This design comes from an exercise in tuning for small area, a short achievable clock period and few clock cycles per item on the open sky130 flow, not from production work. Function was not checked in any run shown here: the RTL went through the layout flow alone. Power is estimated from default activity; no workload was simulated.

==> design/flow/design.v <==
module llmp16_mul_csa (
    input  wire [15:0] a,
    input  wire [15:0] b,
    output wire [15:0] r0,
    output wire [15:0] r1,
    output wire [15:0] r2,
    output wire        x,
    output wire [2:0]  xl
);
    wire [15:0] pp [0:15];
    genvar gi;
    generate for (gi = 0; gi < 16; gi = gi + 1) begin : g_pp
        assign pp[gi] = b & {16{a[gi]}};
    end endgenerate
    wire s1 = pp[0][13] ^ pp[1][12];
    wire c2 = pp[0][13] & pp[1][12];
    wire s3 = pp[0][14] ^ pp[1][13] ^ pp[2][12];
    wire c4 = (pp[0][14] & pp[1][13]) | (pp[0][14] & pp[2][12]) | (pp[1][13] & pp[2][12]);
    wire s5 = pp[3][11] ^ pp[4][10];
    wire c6 = pp[3][11] & pp[4][10];
    wire s7 = pp[0][15] ^ pp[1][14] ^ pp[2][13];
    wire c8 = (pp[0][15] & pp[1][14]) | (pp[0][15] & pp[2][13]) | (pp[1][14] & pp[2][13]);
    wire s9 = pp[3][12] ^ pp[4][11] ^ pp[5][10];
    wire c10 = (pp[3][12] & pp[4][11]) | (pp[3][12] & pp[5][10]) | (pp[4][11] & pp[5][10]);
    wire s11 = pp[6][9] ^ pp[7][8];
    wire c12 = pp[6][9] & pp[7][8];
    wire s13 = pp[0][9] ^ pp[1][8];
    wire c14 = pp[0][9] & pp[1][8];
    wire s15 = pp[0][10] ^ pp[1][9] ^ pp[2][8];
    wire c16 = (pp[0][10] & pp[1][9]) | (pp[0][10] & pp[2][8]) | (pp[1][9] & pp[2][8]);
    wire s17 = pp[3][7] ^ pp[4][6];
    wire c18 = pp[3][7] & pp[4][6];
    wire s19 = pp[0][11] ^ pp[1][10] ^ pp[2][9];
    wire c20 = (pp[0][11] & pp[1][10]) | (pp[0][11] & pp[2][9]) | (pp[1][10] & pp[2][9]);
    wire s21 = pp[3][8] ^ pp[4][7] ^ pp[5][6];
    wire c22 = (pp[3][8] & pp[4][7]) | (pp[3][8] & pp[5][6]) | (pp[4][7] & pp[5][6]);
    wire s23 = pp[6][5] ^ pp[7][4];
    wire c24 = pp[6][5] & pp[7][4];
    wire s25 = pp[0][12] ^ pp[1][11] ^ pp[2][10];
    wire c26 = (pp[0][12] & pp[1][11]) | (pp[0][12] & pp[2][10]) | (pp[1][11] & pp[2][10]);
    wire s27 = pp[3][9] ^ pp[4][8] ^ pp[5][7];
    wire c28 = (pp[3][9] & pp[4][8]) | (pp[3][9] & pp[5][7]) | (pp[4][8] & pp[5][7]);
    wire s29 = pp[6][6] ^ pp[7][5] ^ pp[8][4];
    wire c30 = (pp[6][6] & pp[7][5]) | (pp[6][6] & pp[8][4]) | (pp[7][5] & pp[8][4]);
    wire s31 = pp[9][3] ^ pp[10][2];
    wire c32 = pp[9][3] & pp[10][2];
    wire s33 = s1 ^ pp[2][11] ^ pp[3][10];
    wire c34 = (s1 & pp[2][11]) | (s1 & pp[3][10]) | (pp[2][11] & pp[3][10]);
    wire s35 = pp[4][9] ^ pp[5][8] ^ pp[6][7];
    wire c36 = (pp[4][9] & pp[5][8]) | (pp[4][9] & pp[6][7]) | (pp[5][8] & pp[6][7]);
    wire s37 = pp[7][6] ^ pp[8][5] ^ pp[9][4];
    wire c38 = (pp[7][6] & pp[8][5]) | (pp[7][6] & pp[9][4]) | (pp[8][5] & pp[9][4]);
    wire s39 = pp[10][3] ^ pp[11][2] ^ pp[12][1];
    wire c40 = (pp[10][3] & pp[11][2]) | (pp[10][3] & pp[12][1]) | (pp[11][2] & pp[12][1]);
    wire s41 = c2 ^ s3 ^ s5;
    wire c42 = (c2 & s3) | (c2 & s5) | (s3 & s5);
    wire s43 = pp[5][9] ^ pp[6][8] ^ pp[7][7];
    wire c44 = (pp[5][9] & pp[6][8]) | (pp[5][9] & pp[7][7]) | (pp[6][8] & pp[7][7]);
    wire s45 = pp[8][6] ^ pp[9][5] ^ pp[10][4];
    wire c46 = (pp[8][6] & pp[9][5]) | (pp[8][6] & pp[10][4]) | (pp[9][5] & pp[10][4]);
    wire s47 = pp[11][3] ^ pp[12][2] ^ pp[13][1];
    wire c48 = (pp[11][3] & pp[12][2]) | (pp[11][3] & pp[13][1]) | (pp[12][2] & pp[13][1]);
    wire s49 = c4 ^ c6 ^ s7;
    wire c50 = (c4 & c6) | (c4 & s7) | (c6 & s7);
    wire s51 = s9 ^ s11 ^ pp[8][7];
    wire c52 = (s9 & s11) | (s9 & pp[8][7]) | (s11 & pp[8][7]);
    wire s53 = pp[9][6] ^ pp[10][5] ^ pp[11][4];
    wire c54 = (pp[9][6] & pp[10][5]) | (pp[9][6] & pp[11][4]) | (pp[10][5] & pp[11][4]);
    wire s55 = pp[12][3] ^ pp[13][2] ^ pp[14][1];
    wire c56 = (pp[12][3] & pp[13][2]) | (pp[12][3] & pp[14][1]) | (pp[13][2] & pp[14][1]);
    wire s57 = pp[0][6] ^ pp[1][5];
    wire c58 = pp[0][6] & pp[1][5];
    wire s59 = pp[0][7] ^ pp[1][6] ^ pp[2][5];
    wire c60 = (pp[0][7] & pp[1][6]) | (pp[0][7] & pp[2][5]) | (pp[1][6] & pp[2][5]);
    wire s61 = pp[3][4] ^ pp[4][3];
    wire c62 = pp[3][4] & pp[4][3];
    wire s63 = pp[0][8] ^ pp[1][7] ^ pp[2][6];
    wire c64 = (pp[0][8] & pp[1][7]) | (pp[0][8] & pp[2][6]) | (pp[1][7] & pp[2][6]);
    wire s65 = pp[3][5] ^ pp[4][4] ^ pp[5][3];
    wire c66 = (pp[3][5] & pp[4][4]) | (pp[3][5] & pp[5][3]) | (pp[4][4] & pp[5][3]);
    wire s67 = pp[6][2] ^ pp[7][1];
    wire c68 = pp[6][2] & pp[7][1];
    wire s69 = s13 ^ pp[2][7] ^ pp[3][6];
    wire c70 = (s13 & pp[2][7]) | (s13 & pp[3][6]) | (pp[2][7] & pp[3][6]);
    wire s71 = pp[4][5] ^ pp[5][4] ^ pp[6][3];
    wire c72 = (pp[4][5] & pp[5][4]) | (pp[4][5] & pp[6][3]) | (pp[5][4] & pp[6][3]);
    wire s73 = pp[7][2] ^ pp[8][1] ^ pp[9][0];
    wire c74 = (pp[7][2] & pp[8][1]) | (pp[7][2] & pp[9][0]) | (pp[8][1] & pp[9][0]);
    wire s75 = c14 ^ s15 ^ s17;
    wire c76 = (c14 & s15) | (c14 & s17) | (s15 & s17);
    wire s77 = pp[5][5] ^ pp[6][4] ^ pp[7][3];
    wire c78 = (pp[5][5] & pp[6][4]) | (pp[5][5] & pp[7][3]) | (pp[6][4] & pp[7][3]);
    wire s79 = pp[8][2] ^ pp[9][1] ^ pp[10][0];
    wire c80 = (pp[8][2] & pp[9][1]) | (pp[8][2] & pp[10][0]) | (pp[9][1] & pp[10][0]);
    wire s81 = c16 ^ c18 ^ s19;
    wire c82 = (c16 & c18) | (c16 & s19) | (c18 & s19);
    wire s83 = s21 ^ s23 ^ pp[8][3];
    wire c84 = (s21 & s23) | (s21 & pp[8][3]) | (s23 & pp[8][3]);
    wire s85 = pp[9][2] ^ pp[10][1] ^ pp[11][0];
    wire c86 = (pp[9][2] & pp[10][1]) | (pp[9][2] & pp[11][0]) | (pp[10][1] & pp[11][0]);
    wire s87 = c20 ^ c22 ^ c24;
    wire c88 = (c20 & c22) | (c20 & c24) | (c22 & c24);
    wire s89 = s25 ^ s27 ^ s29;
    wire c90 = (s25 & s27) | (s25 & s29) | (s27 & s29);
    wire s91 = s31 ^ pp[11][1] ^ pp[12][0];
    wire c92 = (s31 & pp[11][1]) | (s31 & pp[12][0]) | (pp[11][1] & pp[12][0]);
    wire s93 = c26 ^ c28 ^ c30;
    wire c94 = (c26 & c28) | (c26 & c30) | (c28 & c30);
    wire s95 = c32 ^ s33 ^ s35;
    wire c96 = (c32 & s33) | (c32 & s35) | (s33 & s35);
    wire s97 = s37 ^ s39 ^ pp[13][0];
    wire c98 = (s37 & s39) | (s37 & pp[13][0]) | (s39 & pp[13][0]);
    wire s99 = c34 ^ c36 ^ c38;
    wire c100 = (c34 & c36) | (c34 & c38) | (c36 & c38);
    wire s101 = c40 ^ s41 ^ s43;
    wire c102 = (c40 & s41) | (c40 & s43) | (s41 & s43);
    wire s103 = s45 ^ s47 ^ pp[14][0];
    wire c104 = (s45 & s47) | (s45 & pp[14][0]) | (s47 & pp[14][0]);
    wire s105 = c42 ^ c44 ^ c46;
    wire c106 = (c42 & c44) | (c42 & c46) | (c44 & c46);
    wire s107 = c48 ^ s49 ^ s51;
    wire c108 = (c48 & s49) | (c48 & s51) | (s49 & s51);
    wire s109 = s53 ^ s55 ^ pp[15][0];
    wire c110 = (s53 & s55) | (s53 & pp[15][0]) | (s55 & pp[15][0]);
    wire s111 = pp[0][4] ^ pp[1][3];
    wire c112 = pp[0][4] & pp[1][3];
    wire s113 = pp[0][5] ^ pp[1][4] ^ pp[2][3];
    wire c114 = (pp[0][5] & pp[1][4]) | (pp[0][5] & pp[2][3]) | (pp[1][4] & pp[2][3]);
    wire s115 = pp[3][2] ^ pp[4][1];
    wire c116 = pp[3][2] & pp[4][1];
    wire s117 = s57 ^ pp[2][4] ^ pp[3][3];
    wire c118 = (s57 & pp[2][4]) | (s57 & pp[3][3]) | (pp[2][4] & pp[3][3]);
    wire s119 = pp[4][2] ^ pp[5][1] ^ pp[6][0];
    wire c120 = (pp[4][2] & pp[5][1]) | (pp[4][2] & pp[6][0]) | (pp[5][1] & pp[6][0]);
    wire s121 = c58 ^ s59 ^ s61;
    wire c122 = (c58 & s59) | (c58 & s61) | (s59 & s61);
    wire s123 = pp[5][2] ^ pp[6][1] ^ pp[7][0];
    wire c124 = (pp[5][2] & pp[6][1]) | (pp[5][2] & pp[7][0]) | (pp[6][1] & pp[7][0]);
    wire s125 = c60 ^ c62 ^ s63;
    wire c126 = (c60 & c62) | (c60 & s63) | (c62 & s63);
    wire s127 = s65 ^ s67 ^ pp[8][0];
    wire c128 = (s65 & s67) | (s65 & pp[8][0]) | (s67 & pp[8][0]);
    wire s129 = c64 ^ c66 ^ c68;
    wire c130 = (c64 & c66) | (c64 & c68) | (c66 & c68);
    wire s131 = s69 ^ s71 ^ s73;
    wire c132 = (s69 & s71) | (s69 & s73) | (s71 & s73);
    wire s133 = c70 ^ c72 ^ c74;
    wire c134 = (c70 & c72) | (c70 & c74) | (c72 & c74);
    wire s135 = s75 ^ s77 ^ s79;
    wire c136 = (s75 & s77) | (s75 & s79) | (s77 & s79);
    wire s137 = c76 ^ c78 ^ c80;
    wire c138 = (c76 & c78) | (c76 & c80) | (c78 & c80);
    wire s139 = s81 ^ s83 ^ s85;
    wire c140 = (s81 & s83) | (s81 & s85) | (s83 & s85);
    wire s141 = c82 ^ c84 ^ c86;
    wire c142 = (c82 & c84) | (c82 & c86) | (c84 & c86);
    wire s143 = s87 ^ s89 ^ s91;
    wire c144 = (s87 & s89) | (s87 & s91) | (s89 & s91);
    wire s145 = c88 ^ c90 ^ c92;
    wire c146 = (c88 & c90) | (c88 & c92) | (c90 & c92);
    wire s147 = s93 ^ s95 ^ s97;
    wire c148 = (s93 & s95) | (s93 & s97) | (s95 & s97);
    wire s149 = c94 ^ c96 ^ c98;
    wire c150 = (c94 & c96) | (c94 & c98) | (c96 & c98);
    wire s151 = s99 ^ s101 ^ s103;
    wire c152 = (s99 & s101) | (s99 & s103) | (s101 & s103);
    wire s153 = c100 ^ c102 ^ c104;
    wire c154 = (c100 & c102) | (c100 & c104) | (c102 & c104);
    wire s155 = s105 ^ s107 ^ s109;
    wire c156 = (s105 & s107) | (s105 & s109) | (s107 & s109);
    wire s157 = pp[0][3] ^ pp[1][2];
    wire c158 = pp[0][3] & pp[1][2];
    wire s159 = s111 ^ pp[2][2] ^ pp[3][1];
    wire c160 = (s111 & pp[2][2]) | (s111 & pp[3][1]) | (pp[2][2] & pp[3][1]);
    wire s161 = c112 ^ s113 ^ s115;
    wire c162 = (c112 & s113) | (c112 & s115) | (s113 & s115);
    wire s163 = c114 ^ c116 ^ s117;
    wire c164 = (c114 & c116) | (c114 & s117) | (c116 & s117);
    wire s165 = c118 ^ c120 ^ s121;
    wire c166 = (c118 & c120) | (c118 & s121) | (c120 & s121);
    wire s167 = c122 ^ c124 ^ s125;
    wire c168 = (c122 & c124) | (c122 & s125) | (c124 & s125);
    wire s169 = c126 ^ c128 ^ s129;
    wire c170 = (c126 & c128) | (c126 & s129) | (c128 & s129);
    wire s171 = c130 ^ c132 ^ s133;
    wire c172 = (c130 & c132) | (c130 & s133) | (c132 & s133);
    wire s173 = c134 ^ c136 ^ s137;
    wire c174 = (c134 & c136) | (c134 & s137) | (c136 & s137);
    wire s175 = c138 ^ c140 ^ s141;
    wire c176 = (c138 & c140) | (c138 & s141) | (c140 & s141);
    wire s177 = c142 ^ c144 ^ s145;
    wire c178 = (c142 & c144) | (c142 & s145) | (c144 & s145);
    wire s179 = c146 ^ c148 ^ s149;
    wire c180 = (c146 & c148) | (c146 & s149) | (c148 & s149);
    wire s181 = c150 ^ c152 ^ s153;
    wire c182 = (c150 & c152) | (c150 & s153) | (c152 & s153);
    assign r0[0] = pp[0][0];
    assign r1[0] = 1'b0;
    assign r2[0] = 1'b0;
    assign r0[1] = pp[0][1];
    assign r1[1] = pp[1][0];
    assign r2[1] = 1'b0;
    assign r0[2] = pp[0][2];
    assign r1[2] = pp[1][1];
    assign r2[2] = pp[2][0];
    assign r0[3] = s157;
    assign r1[3] = pp[2][1];
    assign r2[3] = pp[3][0];
    assign r0[4] = c158;
    assign r1[4] = s159;
    assign r2[4] = pp[4][0];
    assign r0[5] = c160;
    assign r1[5] = s161;
    assign r2[5] = pp[5][0];
    assign r0[6] = c162;
    assign r1[6] = s163;
    assign r2[6] = s119;
    assign r0[7] = c164;
    assign r1[7] = s165;
    assign r2[7] = s123;
    assign r0[8] = c166;
    assign r1[8] = s167;
    assign r2[8] = s127;
    assign r0[9] = c168;
    assign r1[9] = s169;
    assign r2[9] = s131;
    assign r0[10] = c170;
    assign r1[10] = s171;
    assign r2[10] = s135;
    assign r0[11] = c172;
    assign r1[11] = s173;
    assign r2[11] = s139;
    assign r0[12] = c174;
    assign r1[12] = s175;
    assign r2[12] = s143;
    assign r0[13] = c176;
    assign r1[13] = s177;
    assign r2[13] = s147;
    assign r0[14] = c178;
    assign r1[14] = s179;
    assign r2[14] = s151;
    assign r0[15] = c180;
    assign r1[15] = s181;
    assign r2[15] = s155;
    wire x183 = pp[1][15] ^ pp[2][14];
    wire x184 = pp[3][13] ^ pp[4][12];
    wire x185 = pp[5][11] ^ pp[6][10];
    wire x186 = pp[7][9] ^ pp[8][8];
    wire x187 = pp[9][7] ^ pp[10][6];
    wire x188 = pp[11][5] ^ pp[12][4];
    wire x189 = pp[13][3] ^ pp[14][2];
    wire x190 = pp[15][1] ^ x183;
    wire x191 = x184 ^ x185;
    wire x192 = x186 ^ x187;
    wire x193 = x188 ^ x189;
    wire x194 = x190 ^ x191;
    wire x195 = x192 ^ x193;
    wire x196 = c54 ^ c56;
    wire x197 = c8 ^ c10;
    wire x198 = c12 ^ x194;
    wire x199 = x195 ^ x196;
    wire x200 = x197 ^ x198;
    wire x201 = x199 ^ c110;
    wire x202 = c50 ^ c52;
    wire x203 = x200 ^ x201;
    wire x204 = x202 ^ x203;
    wire x205 = c106 ^ c108;
    wire x206 = x204 ^ x205;
    assign x = x206;
    assign xl = {c182, c154, c156};
endmodule
module llmp16_msb (
    input  wire [15:0] v,
    output wire [3:0]  p
);
    wire h3 = |v[15:8];
    wire [7:0] v8 = h3 ? v[15:8] : v[7:0];
    wire h2 = |v8[7:4];
    wire [3:0] v4 = h2 ? v8[7:4] : v8[3:0];
    wire h1 = |v4[3:2];
    wire [1:0] v2 = h1 ? v4[3:2] : v4[1:0];
    assign p = {h3, h2, h1, v2[1]};
endmodule
module llmp16_alu (
    input  wire        clk,
    input  wire        rst,           
    input  wire        in_valid,
    output wire        in_ready,
    input  wire [15:0] in_instr,      
    input  wire [15:0] in_a,          
    input  wire [15:0] in_b,          
    output reg         out_valid,
    output reg  [15:0] out_result,
    output reg  [3:0]  out_dest,
    output reg         out_reg_we,
    output wire [3:0]  out_flags,     
    output reg         out_flags_we
);
    genvar gi;
    wire [3:0] cls = in_instr[15:12];
    wire [3:0] t   = in_instr[11:8];
    wire [3:0] fx  = in_instr[7:4];
    wire [3:0] fy  = in_instr[3:0];
    wire       c23 = (cls[3:1] == 3'b001);
    wire       c4  = (cls == 4'b0100);
    wire [9:0] tt;
    generate for (gi = 0; gi < 10; gi = gi + 1) begin : g_t
        assign tt[gi] = (t == gi);
    end endgenerate
    wire i_add = (c23 || c4) && tt[0];                        
    wire i_sub = c23 && tt[1] || c4 && (tt[1] || tt[3]);      
    wire i_cmp = c23 && tt[8];
    wire i_and = c23 && tt[5];
    wire i_tst = c23 && tt[9];
    wire i_or  = c23 && tt[6];
    wire i_xor = c23 && tt[7] || c4 && tt[2];                 
    wire i_shl = c4 && (tt[4] || tt[7]);
    wire i_shr = c4 && (tt[5] || tt[8]);
    wire i_sar = c4 && (tt[6] || tt[9]);
    wire i_mul = c23 && tt[2];
    wire i_div = c23 && tt[3];
    wire i_mod = c23 && tt[4];
    wire i_one = c4 && (tt[0] || tt[1]);                      
    wire i_not = c4 && tt[2];                                 
    wire i_neg = c4 && tt[3];                                 
    wire i_imm = c4 && (tt[7] || tt[8] || tt[9]);             
    wire [15:0] in_a_rev;
    generate for (gi = 0; gi < 16; gi = gi + 1) begin : g_arev
        assign in_a_rev[gi] = in_a[15 - gi];
    end endgenerate
    wire [15:0] d_a = i_neg ? 16'd0 : i_shl ? in_a_rev : in_a;
    wire [15:0] d_b = i_one ? 16'd1 : i_not ? 16'hFFFF : i_neg ? in_a :
                      i_imm ? {12'd0, fy} : in_b;
    wire        d_big = !i_imm && (|in_b[15:5]);
    wire [3:0]  d_msb_a, d_msb_b;
    llmp16_msb u_msb_a (.v(in_a), .p(d_msb_a));
    llmp16_msb u_msb_b (.v(in_b), .p(d_msb_b));
    wire [15:0] in_b_pre;    
    assign in_b_pre[15] = in_b[15];
    generate for (gi = 0; gi < 15; gi = gi + 1) begin : g_bpre
        assign in_b_pre[gi] = in_b_pre[gi + 1] | in_b[gi];
    end endgenerate
    wire        d_div_one = ((in_a & ~in_b_pre) == 16'd0) || !in_b_pre[0];
    wire        d_multi = in_valid && (i_mul || ((i_div || i_mod) && !d_div_one));
    reg        ready_r;       
    reg        v_r;           
    reg        f_add;         
    reg        f_mul;
    reg        f_and;         
    reg        f_or;
    reg        f_xor;         
    reg        f_sh;          
    reg        f_sar;
    reg        f_dm;          
    reg        f_mod;
    reg        f_we;          
    reg        f_fwe;         
    reg [3:0]  dest_r;
    reg        sub_r;         
    reg        dfirst_r;      
    reg        sleft_r;       
    reg        big_r;         
    reg [3:0]  msb_a, msb_b;  
    reg [15:0] a_r, b_r;      
    reg        mul_p2;        
    reg        h_r, x_r;      
    reg [2:0]  xl_r;          
    reg        fc_r, fv_r;    
    reg        div_run;       
    reg [3:0]  cnt;           
    assign in_ready  = ready_r;
    assign out_flags = {out_result[15], out_result == 16'd0, fc_r, fv_r};
    wire [15:0] bx   = b_r ^ {16{sub_r}};
    wire [15:0] g3   = out_result & {16{mul_p2}};
    wire [15:0] f1_s = a_r ^ bx ^ g3;
    wire [15:0] f1_c = (a_r & bx) | (a_r & g3) | (bx & g3);
    wire [16:0] sum  = {1'b0, f1_s} + {1'b0, f1_c[14:0], sub_r};
    wire        cout = f1_c[15] | sum[16];      
    wire        add_c = sub_r ? !cout : cout;
    wire        add_v = (a_r[15] == bx[15]) && (sum[15] != a_r[15]);
    wire        mul_c = h_r || (x_r ^ (^xl_r) ^ f1_c[15] ^ sum[16]);
    wire        div_first = dfirst_r;
    wire        b_zero = (b_r == 16'd0);
    wire        fits   = cout;                  
    wire [3:0]  k = msb_a - msb_b;              
    wire        k_zero = (k == 4'd0);           
    wire        div_done_first = b_zero || !fits || k_zero;
    wire        div_fin = div_run ? (cnt == 4'd0) : div_done_first;
    wire [15:0] quo = div_run ? {out_result[14:0], fits} : {15'd0, fits && k_zero};
    wire [15:0] rem = fits ? sum[15:0] : a_r;
    wire        sh_left = sleft_r;
    wire [15:0] sh_x;
    wire [15:0] sh_r;
    generate for (gi = 0; gi < 16; gi = gi + 1) begin : g_rev
        assign sh_x[gi] = div_first ? b_r[15 - gi] : a_r[gi];
    end endgenerate
    wire        sh_f   = f_sar && a_r[15];
    wire [4:0]  sh_n   = div_first ? {1'b0, k} : b_r[4:0];
    wire        sh_big = !div_first && big_r;
    wire [16:0] s0 = {sh_x, 1'b0};
    wire [16:0] s1 = sh_n[0] ? {sh_f, s0[16:1]} : s0;
    wire [16:0] s2 = sh_n[1] ? {{2{sh_f}}, s1[16:2]} : s1;
    wire [16:0] s3 = sh_n[2] ? {{4{sh_f}}, s2[16:4]} : s2;
    wire [16:0] s4 = sh_n[3] ? {{8{sh_f}}, s3[16:8]} : s3;
    wire [16:0] s5 = sh_big ? {17{sh_f}} : sh_n[4] ? {{16{sh_f}}, s4[16]} : s4;
    generate for (gi = 0; gi < 16; gi = gi + 1) begin : g_rev2
        assign sh_r[gi] = sh_left ? s5[16 - gi] : s5[gi + 1];
    end endgenerate
    wire        sh_c = s5[0];
    wire [15:0] csa_r0, csa_r1, csa_r2;
    wire        csa_x;
    wire [2:0]  csa_xl;
    llmp16_mul_csa u_csa (.a(a_r), .b(b_r), .r0(csa_r0), .r1(csa_r1), .r2(csa_r2),
                          .x(csa_x), .xl(csa_xl));
    wire [15:0] pb;    
    assign pb[15] = b_r[15];
    generate for (gi = 0; gi < 15; gi = gi + 1) begin : g_pb
        assign pb[gi] = pb[gi + 1] | b_r[gi];
    end endgenerate
    wire [15:1] hterm;
    generate for (gi = 1; gi < 16; gi = gi + 1) begin : g_h
        assign hterm[gi] = a_r[gi] & pb[16 - gi];
    end endgenerate
    wire        mul_h = |hterm;
    wire [15:0] r = ({16{f_add || f_mul}} & sum[15:0]) |
                    ({16{f_and}} & (a_r & b_r)) |
                    ({16{f_or}}  & (a_r | b_r)) |
                    ({16{f_xor}} & (a_r ^ b_r)) |
                    ({16{f_sh}}  & sh_r) |
                    ({16{f_dm}}  & ((f_mod && div_fin) ? rem : quo));
    wire        fc = (f_add && add_c) || (f_mul && mul_c) || (f_sh && sh_c);
    wire        fv = f_add && add_v;
    wire mul_p1 = f_mul && !mul_p2;
    wire fin    = v_r && (f_mul ? mul_p2 : f_dm ? div_fin : 1'b1);
    always @(posedge clk) begin
        out_result   <= mul_p1 ? csa_r2 : r;
        fc_r         <= fc;
        fv_r         <= fv;
        out_dest     <= dest_r;
        out_reg_we   <= f_we && !(f_dm && b_zero);
        out_flags_we <= f_fwe && !(f_dm && b_zero);
        if (ready_r) begin
            a_r    <= d_a;
            b_r    <= d_b;
            f_add  <= i_add || i_sub || i_cmp;
            f_mul  <= i_mul;
            f_and  <= i_and || i_tst;
            f_or   <= i_or;
            f_xor  <= i_xor;
            f_sh   <= i_shl || i_shr || i_sar;
            f_sar  <= i_sar;
            f_dm   <= i_div || i_mod;
            f_mod  <= i_mod;
            f_we   <= i_add || i_sub || i_mul || i_div || i_mod || i_and || i_or || i_xor ||
                      i_shl || i_shr || i_sar;
            f_fwe  <= i_add || i_sub || i_cmp || i_mul || i_div || i_mod || i_and || i_tst ||
                      i_or || i_xor || i_shl || i_shr || i_sar;
            sub_r  <= i_sub || i_cmp || i_div || i_mod;
            dfirst_r <= i_div || i_mod;
            sleft_r  <= i_shl || i_div || i_mod;
            big_r  <= d_big;
            msb_a  <= d_msb_a;
            msb_b  <= d_msb_b;
            dest_r <= c4 ? fx : 4'd0;
        end else begin
            dfirst_r <= 1'b0;
            if (mul_p1) begin
                a_r <= csa_r0;
                b_r <= csa_r1;
            end else if (div_first) begin
                b_r <= sh_r;
            end else begin
                if (fits) a_r <= sum[15:0];
                b_r <= {1'b0, b_r[15:1]};
            end
        end
        h_r <= mul_h;
        x_r <= csa_x;
        xl_r <= csa_xl;
        cnt <= div_run ? cnt - 4'd1 : k;
        if (rst) begin
            ready_r   <= 1'b1;
            v_r       <= 1'b0;
            out_valid <= 1'b0;
            mul_p2    <= 1'b0;
            div_run   <= 1'b0;
        end else begin
            out_valid <= fin;
            v_r       <= ready_r ? in_valid : !fin;
            mul_p2    <= v_r && mul_p1;
            div_run   <= v_r && f_dm && !div_fin;
            ready_r   <= ready_r ? !d_multi :
                         mul_p1  ? 1'b1 :
                         div_run ? (cnt == 4'd1) :
                         div_done_first;
        end
    end
endmodule
==> design/flow/flow/run.sh <==
#!/bin/bash
set -euo pipefail
bash standard.sh SETUP_SLACK_MARGIN=6.3 "BUFFER_PORTS_ARGS=-buffer_cell sky130_fd_sc_hd__buf_1" finish > standard_flow.log 2>&1
==> design/flow/standard.sh <==
#!/bin/bash
# synth_recipe.tcl (not shown) runs the flow's synth.tcl, then flattens the netlist and writes it again
# the make line also repeats each setting of config.mk as NAME=value (left out here)
make -C /OpenROAD-flow-scripts/flow DESIGN_CONFIG=/design/flow/config.mk WORK_HOME=/design/flow/orfs CLKGATE_MAP_FILE= SYNTH_SCRIPT=/design/flow/synth_recipe.tcl "${@:-finish}"
==> design/flow/config.mk <==
export PLATFORM = sky130hd
export DESIGN_NAME = llmp16_alu
export DESIGN_NICKNAME = llmp16_alu
export VERILOG_FILES = /design/flow/design.v
export SDC_FILE = /design/flow/constraint.sdc
export NUM_CORES = 4
export LEC_CHECK = 0
export ABC_AREA = 1
export CAP_MARGIN = 20
export CORE_MARGIN = 2
export CORE_UTILIZATION = 45
export SLEW_MARGIN = 20
==> design/flow/constraint.sdc <==
create_clock -name core_clock -period 10.0 [get_ports {clk}]
set_input_delay 2.0000 -clock core_clock [delete_from_list [all_inputs] [get_ports {clk}]]
set_output_delay 2.0000 -clock core_clock [all_outputs]
set_load 0.01 [all_outputs]
==> results of run 1 <==
==> metal layers <==
metal | routed length [µm] | global-route usage (%)
met5 | 0 | 0
met3 | 5490 | 7.64
met1 | 22200 | 50.1
met2 | 22100 | 53.2
met4 | 2120 | 12.5
==> per-stage QoR <==
stage,instance area (µm²),hold slack (ns)
6_report,14200,0.343
5_1_grt,14200,0.358
4_1_cts,13700,0.345
3_5_place_dp,13200,0.327
3_3_place_gp,13200,0.324
2_1_floorplan,12700,0.323
==> cell usage in the layout (no fill, tap or decap), drive strengths merged, types with 10 or more instances in the layout <==
| master | count |
|---|---|
| clkbuf | 14 |
| o211ai | 20 |
| o21ai | 109 |
| xnor2 | 24 |
| fa | 96 |
| dfxtp | 55 |
| a21oi | 74 |
| nand2 | 613 |
| nor2 | 87 |
| edfxtp | 42 |
| o221ai | 13 |
| nand3b | 10 |
| ha | 68 |
| inv | 352 |
| buf | 148 |
| nand3 | 162 |
| xor2 | 30 |
==> final timing paths <==
check	endpoint	slack [ns]	cells after the start
setup / recovery	out_flags[2]	6.34	3
hold / removal	out_dest[2]	0.34	0
setup reg to reg	a_r[12]	6.35	12
hold reg to reg	out_dest[2]	0.34	0
==> critical path, cell delays in order (launching register included) <==
cell and delay [ns]:
dfxtp_1 0.40, or4_1 0.56, nor3_1 0.16, buf_1 0.17
==> report_power, final <==
| part | switching (mW) | total [mW] | internal [mW] |
|---|---|---|---|
| Sequential | 0.0313 | 0.471 | 0.440 |
| Clock | 0.175 | 0.373 | 0.197 |
| Combinational | 0.529 | 0.825 | 0.296 |
| Total | 0.736 | 1.67 | 0.932 |
==> sequential cells by signal, indices dropped and copies added, names as in the netlist, 3 cells and up <==
signal	count
b_r	16
out_dest	4
dest_r	4
a_r	16
out_result	16
msb_a	4
xl_r	3
cnt	4
msb_b	4
==> cell families after synthesis <==
family / count (synthesis) / synth area share [%]
buffers and inverters: 445 / 14.0
flip-flops: 97 / 18.6
AND/OR/NAND/NOR: 905 / 29.9
XOR/XNOR: 54 / 3.73
adder cells (fa/ha/maj): 164 / 21.9
AO/OA/AOI/OAI: 259 / 11.9
==> final cells by class <==
| type | instances | area, µm² | area share (%) |
|---|---|---|---|
| clock buffers | 11 | 233 | 1.64 |
| clock inverters | 5 | 63.8 | 0.451 |
| inverters | 353 | 1350 | 9.50 |
| multi-input cells | 1383 | 8690 | 61.4 |
| flip-flops and latches | 97 | 2370 | 16.7 |
| well taps | 378 | 473 | 3.34 |
| repair buffers | 151 | 972 | 6.87 |
| repair inverters | 2 | 12.5 | 0.0884 |
==> timing repair <==
action,4_1_cts,5_1_grt
endpoints found under the setup margin,54,60
resized for setup,23,57
pin swaps,0,13
setup buffers,11,32
hold buffers,0,0
gates cloned,1,4
==> flow_summary.json, run 1 <==
{
  "vdd.ir_drop.worst_uv": 90.3,
  "yosysWarnings": 2,
  "ctsLongestPathBuffers": 2,
  "worstPathArrival_ns": 1.66,
  "p_per_area_mw_per_mm2": 118,
  "period_minus_slack_ns": 3.66,
  "postLayoutCoreUtil_pct": 51.0,
  "routed_via_density": 5.60,
  "finalWirelength_um": 52000,
  "grt_overflow": 0,
  "synth-main-ff-cell": "dfxtp_1",
  "drive_gt1_share_pct": 8.24,
  "grt_max_degree": 43,
  "crit_required_ns": 8.00,
  "postRouteAntennaNets": 0,
  "cts_tree": "yes",
  "startpoint_type": "flip-flop",
  "min-delay-start": "dest_r[2]",
  "core.rowCount": 61,
  "gp_congestion": 1.02,
  "yosysTopAreaCellShare_pct": 17.8,
  "die_area_mm2": 0.0295,
  "nets": 2212,
  "status": "timing/DRC/antenna clean",
  "cts_buffers": 9,
  "cp-end-kind": "output port",
  "tightest_slew_ns": 1.03,
  "core_area_mm2": 0.0278,
  "dpl.hpwl_um": 38800,
  "max_cap_viol_count": 0,
  "stdcell_count": 2380,
  "cts_root_buf": "clkbuf_16",
  "dp_slack_ns": 5.57,
  "max_freq_ghz": 0.273,
  "wl_per_cell_um": 21.8,
  "num_antenna_cells": 0,
  "synth.most_common_cell": "nand2_1",
  "avgSynthCellArea_um2": 6.59,
  "cts_max_level": 3,
  "rsz0062_at_grt": "false",
  "yosysTopAreaCell": "nand2_1",
  "io_buffers": 78,
  "cp_max_fo": 4,
  "grt_pass1_vias": 12400,
  "synthArstFlopShare_pct": 0,
  "drv_slew": 0,
  "worst_skew_pair.late_latency_ns": 0.37,
  "synth_seq_cells": 97,
  "dpl.cell_count": 2316,
  "critPathKind": "reg -> out",
  "total_power_mw": 1.67,
  "relSlewSlack_pct": 31.0,
  "grt_first_pass_wirelength_um": 76200,
  "period_share_pct": 36.6,
  "initial_core_util_pct": 45.7,
  "die_y_um": 172,
  "syn_inst": 1924,
  "ios": 79,
  "fill_cells": 2969,
  "dr.pass1.iters": 8,
  "skew_ns": 0.0108,
  "synth.distinct_cells": 49,
  "hold_path_class": "reg -> reg",
  "via_count": 13300,
  "drt_iter0_markers": 1681,
  "fin_ws_ns": 6.34,
  "setup_violations": 0,
  "ys_top_cells_by_count": "nand2_1, inv_1, nand3_1",
  "synth_nets": 2139,
  "finalHoldViolCount": 0,
  "ys_seq_area_share_pct": 18.6,
  "areaGrowthSynthToFinish_pct": 11.7,
  "p_leak_nw": 7.56,
  "synth_edf_count": 42,
  "grt_usage_pct": 35.3,
  "route.detailed.drc": 0,
  "reg2reg_from": "sub_r",
  "antenna_found_initial": 0,
  "synth_top_cells_by_area": "nand2_1, fa_1, inv_1",
  "clk_pin_slew_ns": 0.08,
  "cp-startpoint": "out_result[9]",
  "numClockSinks": 97,
  "syn-cell-area_mm2": 0.0127,
  "chipWidth_um": 172,
  "fin_tns_setup_ns": 0
}
==> run 2: changes to the inputs <==
==> design/flow/flow/run.sh (replaced) <==
#!/bin/bash
set -euo pipefail
bash standard.sh SETUP_SLACK_MARGIN=6.45 "BUFFER_PORTS_ARGS=-buffer_cell sky130_fd_sc_hd__buf_1" finish > standard_flow.log 2>&1
==> run 2 against run 1 <==
Utilization increased by 2.1 points; maximum frequency increased by 1.9%; area after synthesis unchanged; sequential cell count unchanged; critical path type is now reg -> reg; largest cell class unchanged.
==> flow_summary.json, run 2 <==
{
  "cp-end-kind": "flip-flop",
  "dpl.hpwl_um": 38800,
  "slowest_stage": "fa_1",
  "worstPathArrival_ns": 3.64,
  "wl_per_cell_um": 22.2,
  "chipWidth_um": 172,
  "skew_ns": 0.00985,
  "grt_first_pass_wirelength_um": 77600,
  "yosysTopAreaCellShare_pct": 17.8,
  "tightest_slew_ns": 1.04,
  "synth_edf_count": 42,
  "ys_top_cells_by_count": "nand2_1, inv_1, nand3_1",
  "reg2reg_slack_ns": 6.41,
  "period_minus_slack_ns": 3.59,
  "synth.most_common_cell": "nand2_1",
  "p_leak_nw": 7.74,
  "hold_path_class": "reg -> reg",
  "yosysWarnings": 2,
  "cts_root_buf": "clkbuf_16",
  "io_buffers": 78,
  "critPathKind": "reg -> reg",
  "drt_iter0_markers": 1645,
  "finalHoldViolCount": 0,
  "r2r_end": "a_r[5]",
  "grt_usage_pct": 36.1,
  "grt_max_degree": 43,
  "numClockSinks": 97,
  "vdd.ir_drop.worst_uv": 85.8,
  "clk_pin_slew_ns": 0.08,
  "min_to": "out_dest[1]",
  "die_y_um": 172,
  "reg.largest.list": "a_r: 16 flops, b_r: 16 flops, out_result: 16 flops",
  "status": "timing/DRC/antenna clean",
  "min-delay-start": "dest_r[1]",
  "final_common_cell": "nand2_1",
  "areaGrowthSynthToFinish_pct": 16.3,
  "ios": 79,
  "rsz0062_at_grt": "true",
  "finalWirelength_um": 52900,
  "startpoint_type": "flip-flop",
  "ctsLongestPathBuffers": 2,
  "nets": 2220,
  "cp-startpoint": "sub_r",
  "grt_overflow": 0,
  "core.rowCount": 61,
  "routed_via_density": 5.61,
  "antenna_found_initial": 2,
  "reg2reg_depth": 15,
  "p_per_area_mw_per_mm2": 118,
  "synth-main-ff-cell": "dfxtp_1",
  "cts_buffers": 9,
  "final_cell_mix": "nand2_1, inv_1, nand3_1",
  "dp_slack_ns": 5.56,
  "num_antenna_cells": 0,
  "setup_violations": 0,
  "synth_top_cells_by_area": "nand2_1, fa_1, inv_1",
  "synth.distinct_cells": 49,
  "syn-cell-area_mm2": 0.0127,
  "hold_path_depth": 0,
  "cp_max_fo": 14,
  "drv_slew": 0,
  "max_freq_ghz": 0.279,
  "ys_seq_area_share_pct": 18.6,
  "cts_max_level": 3,
  "grt_pass1_vias": 12500,
  "syn_inst": 1924,
  "postRouteAntennaNets": 0,
  "crit_required_ns": 10.05,
  "period_share_pct": 35.9,
  "drive_gt1_share_pct": 13.2,
  "fin_tns_setup_ns": 0,
  "reg2reg_from": "sub_r",
  "synth_nets": 2139,
  "fin_ws_ns": 6.41,
  "max_stage_delay_ns": 0.51,
  "total_power_mw": 1.74,
  "route.detailed.drc": 0,
  "synthArstFlopShare_pct": 0,
  "cts_tree": "yes",
  "gp_congestion": 1.05,
  "via_count": 13400,
  "max_cap_viol_count": 0,
  "relSlewSlack_pct": 30.7,
  "yosysTopAreaCell": "nand2_1",
  "worstPathCellList": "buf_6 > buf_12 > xor2_1 > fa_1 > ha_2 > nand2_1 > inv_1 > a21oi_2 > nand2_2 > nand2_2 > nand3_4 > buf_12 > buf_16 > o21ai_1 > o221ai_1",
  "synth_seq_cells": 97,
  "initial_core_util_pct": 45.7,
  "dr.pass1.iters": 6,
  "die_area_mm2": 0.0295,
  "core_area_mm2": 0.0278,
  "avgSynthCellArea_um2": 6.59,
  "worst_skew_pair.late_latency_ns": 0.37
}
==> run 2: cell types whose count changed in the layout (fill, tap and decap cells not counted), sizes merged <==
cell,previous run,this run
buf,148,153
clkbuf,14,16
inv,352,353
==> run 2: cell type report <==
type | instances | area, µm²
Multi-Input combinational cell | 1383 | 9130
Timing Repair inverter | 3 | 23.8
Tap cell | 378 | 473
Clock buffer | 11 | 243
Timing Repair Buffer | 158 | 1090
Fill cell | 2922 | 13000
Clock inverter | 5 | 61.3
Sequential cell | 97 | 2380
Inverter | 353 | 1350
==> run 2: kinds of logic after synthesis <==
family | Yosys count | synth area share [%]
XOR/XNOR | 54 | 3.73
adder cells (fa/ha/maj) | 164 | 21.9
flip-flops | 97 | 18.6
AO/OA/AOI/OAI | 259 | 11.9
buffers and inverters | 445 | 14.0
AND/OR/NAND/NOR | 905 | 29.9
==> run 2: metrics by stage <==
stage          utilization, %  hold slack, ns  cells  area [µm²]
3_3_place_gp             47.5           0.325   2315       13200
5_1_grt                  53.1           0.361   2388       14700
4_1_cts                  50.0           0.346   2358       13900
2_1_floorplan               -           0.323   1924       12700
3_5_place_dp             47.5           0.331   2315       13200
6_report                 53.1           0.344   2388       14700
==> run 2: worst max-delay path by stage <==
stage                endpoint  slack (ns)  cells past startpoint
4_1_cts                a_r[1]        6.30                      9
2_1_floorplan   out_result[2]        6.46                     23
3_3_place_gp   out_result[13]        5.72                     20
6_report               a_r[5]        6.41                     15
3_5_place_dp           b_r[0]        5.56                      9
5_1_grt         out_result[1]        6.30                     22
==> run 2: per-layer routing <==
metal | share of wire [%] | track usage [%]
met1 | 42 | 51.7
met2 | 43 | 53.6
met3 | 11 | 6.39
met4 | 4.3 | 14.9
met5 | 0.021 | 0
==> run 2: critical path: cells and delay by family (launching register included) <==
family	cells	cell delay (ns)
and+or+nand+nor	4	0.44
AOI/OAI and AO/OA	3	0.77
buffers and inverters	5	0.69
xor gates and xnor gates	1	0.17
DFF	1	0.38
adders and majority gates	2	0.82
==> run 2: timing repair <==
item / CTS / global route
cloned: 2 / 5
pin swaps: 9 / 40
resized for setup: 53 / 147
buffers inserted: 25 / 25
setup endpoints to repair: 57 / 61
hold buffers: 0 / 0
==> run 2: power breakdown <==
group	total [mW]	internal, mW	leakage (nW)	switching, mW
clock	0.378	0.204	0.151	0.174
combinational	0.887	0.328	6.68	0.559
sequential	0.471	0.440	0.914	0.0315
total	1.74	0.971	7.74	0.764

[what the ideal ports hide]
In the flow no input, the clock included, has a driving cell. The finished layouts below were timed again as built, in two steps. Step 1, drivers: a clkbuf_16 drives clk and a buf_2 each remaining input, both assumed. Step 2 adds t to the input delays and takes it off the output delays; t is the mean of the earliest and latest rising clock arrival at the registers after step 1. Input paths then give back, and output paths get back, about the clock's delay inside the block. Slacks: ideal ports / drivers / drivers and shift; pairs: ideal ports / drivers.
run | shift t [ns] | setup slack, ns | hold slack, ns | latest minus earliest clock arrival (ns) | worst data-port slew with drivers (ns)
run 1 | 0.414 | 6.342 / 6.289 / 6.053 | 0.343 / 0.343 / 0.343 | 0.011 / 0.011 | 0.04
run 2 | 0.414 | 6.411 / 6.411 / 6.119 | 0.344 / 0.344 / 0.344 | 0.010 / 0.009 | 0.04
After both steps every run listed still meets setup and hold. The setup slack of run 2, which loses most, moves by 0.000 ns with the drivers and by -0.292 ns with both steps.
